What follows belongs to an exercise in optimizing a design on an open flow for small area, a short achievable clock period and few clock cycles per item; a production flow would make more cautious choices. Only simulation tests tie the RTL to the original design; equivalence was not proved.

Setup of old:
==> flow/design.v (excerpt) <==
module idfor_enc32 (
    input  wire        clk,
    input  wire        rst,
    input  wire        cmd_valid,
    output wire        cmd_ready,
    input  wire [27:0] cmd_n,
    input  wire [1:0]  cmd_sel,
    input  wire        in_valid,
    output wire        in_ready,
    input  wire [31:0] in_data,
    output wire        out_valid,
    input  wire        out_ready,
    output wire [31:0] out_data,
    output wire        out_last
);
    localparam integer R     = 164;      
    localparam integer K     = 2;        
    localparam integer GRES  = 3;        
    localparam [6:0]   ATAIL = 7'd64;    
    reg        f_act;
    reg [27:0] f_left;
    reg        cmd_rdy_r, in_rdy_r;
    reg        xv0, xv1;
    reg [32:0] xd0, xd1;            
    assign cmd_ready = cmd_rdy_r;
    assign in_ready  = in_rdy_r;
    wire        cmd_go = cmd_valid & cmd_rdy_r;
    wire        in_go  = in_valid & in_rdy_r;
    wire        x_push = cmd_go | in_go;
    wire [32:0] x_new  = cmd_go ? {1'b1, 2'b00, cmd_sel, cmd_n} : {1'b0, in_data};
    wire        x_pop;
    wire [1:0]  xcnt   = {1'b0, xv0} + {1'b0, xv1};
    wire [1:0]  xcnt_n = xcnt + {1'b0, x_push} - {1'b0, x_pop};
    wire        f_act_n = cmd_go ? 1'b1 : ((in_go && f_left == 28'd1) ? 1'b0 : f_act);
    always @(posedge clk) begin
        if (rst) begin
            f_act     <= 1'b0;
            f_left    <= 28'd0;
            cmd_rdy_r <= 1'b0;
            in_rdy_r  <= 1'b0;
            xv0       <= 1'b0;
            xv1       <= 1'b0;
        end else begin
            f_act <= f_act_n;
            if (cmd_go)
                f_left <= cmd_n;
            else if (in_go)
                f_left <= f_left - 28'd1;
            cmd_rdy_r <= ~f_act_n & (xcnt_n != 2'd2);
            in_rdy_r  <=  f_act_n & (xcnt_n != 2'd2);
            if (x_pop) begin
                if (xv1) begin
                    xd0 <= xd1;
                    xv1 <= x_push;
                    if (x_push) xd1 <= x_new;
  ...
Size in the first run: roughly 19000 cells after synthesis, about 100 I/O pins, about 0.24 mm^2 of cells after synthesis.
Settings: LEC_CHECK=0, ABC_CLOCK_PERIOD_IN_PS=4000, CAP_MARGIN=20, CORE_MARGIN=2, CORE_UTILIZATION=60, CTS_CLUSTER_DIAMETER=80, CTS_CLUSTER_SIZE=20, SLEW_MARGIN=20, SYNTH_MEMORY_MAX_BITS=8192; clock period 12.0 ns.
run.sh (not shown) runs the stock make flow with config.mk's settings and CLKGATE_MAP_FILE= SYNTH_SCRIPT=/design/flow/synth_recipe.tcl, a recipe that flattens the netlist after the stock synthesis.
old reached the end of the flow, and the finished layout is clean on the timing, DRC and antenna checks.
Testbench counts of old, summed over its fixed seeds: cycles 41,774, elements 35,051.
#### Input delta (new over old)
--- a/flow/design.v
+++ b/flow/design.v
@@ -421,19 +421,18 @@
     reg  [5:0]  cb, cmb;
     reg  [6:0]  ce;
     reg  [31:0] cref;
     reg         c_slow, c_lastsec;
     reg  [63:0] posbuf;
     reg  [31:0] hiacc;
     reg  [5:0]  hcnt;
     reg  [6:0]  xc;                  
     reg  [127:0] flags;              
-    reg  [6:0]  pcnt;
     reg  [4:0]  pnext;               
     wire [31:0] ev32   = eval[31:0];
     wire [31:0] mask_b = maskb;
     wire [5:0]  whi    = cmb - cb;
     wire [31:0] hv     = (cb >= 6'd32) ? 32'd0 : (ev32 >> cb);
     reg  [39:0] p_val;
     reg  [6:0]  p_w;
     reg         p_align, p_last;
     always @* begin
@@ -582,37 +581,42 @@
     wire [1:0]  exp_after_blk = (c_nblk != 21'd1) ? CX_BLK
                               : ((c_ntail != 28'd0) ? CX_TAIL : CX_HDR);
     reg [4:0]  pf_g;
     reg        pf_any;
     reg [31:0] pf_val;
     reg [2:0]  pf_n;
     reg        pr_v;                 
     reg [4:0]  pr_g;
     reg [3:0]  pr_f;
+    reg [2:0]  pr_n;                 
+    reg [6:0]  prem;                 
+    reg [2:0]  sc_n;
     integer q;
     always @* begin
         pf_g   = 5'd0;
         pf_any = 1'b0;
         for (q = 31; q >= 0; q = q - 1)
             if ((|flags[4 * q +: 4]) && q[4:0] >= pnext) begin
                 pf_g   = q[4:0];
                 pf_any = 1'b1;
             end
+        sc_n   = {2'b0, flags[4 * pf_g]} + {2'b0, flags[4 * pf_g + 1]}
+               + {2'b0, flags[4 * pf_g + 2]} + {2'b0, flags[4 * pf_g + 3]};
         pf_val = 32'd0;
         pf_n   = 3'd0;
         for (q = 0; q < 4; q = q + 1)
             if (pr_f[q]) begin
                 pf_val = pf_val | ({24'd0, 1'b0, pr_g, q[1:0]} << {pf_n, 3'b000});
                 pf_n   = pf_n + 3'd1;
             end
     end
     wire        pf_scan = (sq == SQ_PF) && (!pr_v || (e_acc && !desc_go));
-    wire [6:0]  pf_cnt = pcnt + {4'd0, pf_n};
+    wire        pf_last = ({4'd0, pr_n} == prem);
     wire [5:0]  d_whi  = mbr - bsel;
     reg  [5:0]  d_wmax;              
     always @* begin
         case (ebest[3:0])
             4'd0, 4'd1: d_wmax = 6'd32;
             4'd2:       d_wmax = 6'd16;
             4'd3:       d_wmax = 6'd10;
             4'd4:       d_wmax = 6'd8;
             4'd5:       d_wmax = 6'd6;
@@ -659,24 +663,25 @@
                 if (sa_idx == 7'd127)
                     xc <= 7'd0;
                 else if (sa_exc)
                     xc <= xc + 7'd1;
             end
             if (pf_scan) begin
                 pr_v  <= pf_any;
                 pr_g  <= pf_g;
                 pr_f  <= flags[4 * pf_g +: 4];
+                pr_n  <= sc_n;
                 pnext <= pf_g + 5'd1;
             end
             if (desc_go) begin
                 sq     <= SQ_REF;
             end else if (sq == SQ_PWAIT) begin
-                pcnt  <= 7'd0;
+                prem  <= ce;
                 pnext <= 5'd0;
                 pr_v  <= 1'b0;
                 if (!ev && !tq_v) sq <= SQ_PF;
             end else if (sq != SQ_IDLE && e_acc) begin
                 case (sq)
                     SQ_REF: begin
                         cb     <= bsel;
                         cmb    <= mbr;
                         ce     <= ebest;
@@ -689,20 +694,20 @@
                         hcnt   <= 6'd0;
                         xc     <= 7'd0;
                         c_descdone <= 1'b1;
                         sq    <= SQ_IDLE;
                     end
                     SQ_POS0: sq <= (ce > 7'd4) ? SQ_POS1 : SQ_HIW;
                     SQ_POS1: sq <= SQ_HIW;
                     SQ_HIW:  sq <= SQ_IDLE;
                     default: if (pr_v) begin   
-                        pcnt   <= pf_cnt;
-                        if (pf_cnt == ce) sq <= SQ_IDLE;
+                        prem   <= prem - {4'd0, pr_n};
+                        if (pf_last) sq <= SQ_IDLE;
                     end
                 endcase
             end else if (c_take) begin
                 case (c_exp)
                     CX_HDR: begin
                         c_nblk  <= h_nblk;
                         c_ntail <= h_ntail;
                         c_exp   <= (h_nblk != 21'd0) ? CX_BLK : CX_TAIL;
                         c_idx   <= 7'd0;
@@ -764,22 +769,22 @@
                 SQ_POS0: n_k = EK_POS0;
                 SQ_POS1: n_k = EK_POS1;
                 SQ_HIW: begin
                     n_k    = EK_HIW;
                     n_last = c_lastsec;
                 end
                 default: begin
                     n_load  = pr_v;
                     n_val   = {8'd0, pf_val};
-                    n_w     = {pf_n, 3'b000};
-                    n_lim   = 7'd64 - {1'b0, pf_n, 3'b000};
-                    n_lim32 = 7'd96 - {1'b0, pf_n, 3'b000};
-                    n_align = (pf_cnt == ce);
+                    n_w     = {pr_n, 3'b000};
+                    n_lim   = 7'd64 - {1'b0, pr_n, 3'b000};
+                    n_lim32 = 7'd96 - {1'b0, pr_n, 3'b000};
+                    n_align = pf_last;
                 end
             endcase
         end else if (c_take) begin
             n_load = 1'b1;
             case (c_exp)
                 CX_HDR: ;
                 CX_TAIL: begin
                     n_val   = c_vb;
                     n_w     = {c_nb, 3'b000};
Findings:
On xor and xnor area share after synthesis, old tracks new almost exactly. new falls short of old in maximum clock rate. On share of cell area taken by multi-input logic gates, new tracks old almost exactly. Status: number of buffers created by CTS parity (new, old). Compared with old, new shows a lower setup slack. The via count reported for new is higher than the one for old. new ends up with lower register-to-register slack than old does. Via count of the first global-routing pass delta for new relative to old: 1.6% higher. First-iteration DRC count was higher in the run labelled new. Compared with old, new shows detailed placement HPWL lower by 3000 um.
Testbench counts of new, summed over its fixed seeds: cycles 41,774, elements 35,051.

[port drivers added, routing unchanged]
No port has a modelled driver above. Below, the same layouts with a new extraction and two added sets of constraints. Step 1 sets driving cells, clkbuf_16 on the clock port and buf_2 on the other inputs (assumed; they add their load-dependent delay and slew). Step 2 also shifts input and output timing later by t, the mid clock arrival at the registers, as if the neighbouring blocks saw the same clock. a / b / c = no drivers / after step 1 / after step 2; a / b = the first two.
run	shift t [ns]	setup WS [ns]	worst setup path after step 2	clock arrival spread, ns	worst register clock-pin slew, ns
old	1.082	6.199 / 6.199 / 6.199	register to register	0.079 / 0.079	0.10 / 0.10
new	1.090	5.546 / 5.546 / 5.380	input to register	0.081 / 0.082	0.10 / 0.10
After both steps every run listed still meets setup and hold. For new, which loses most, drivers alone change the setup slack by 0.000 ns; drivers and shift together by -0.166 ns.
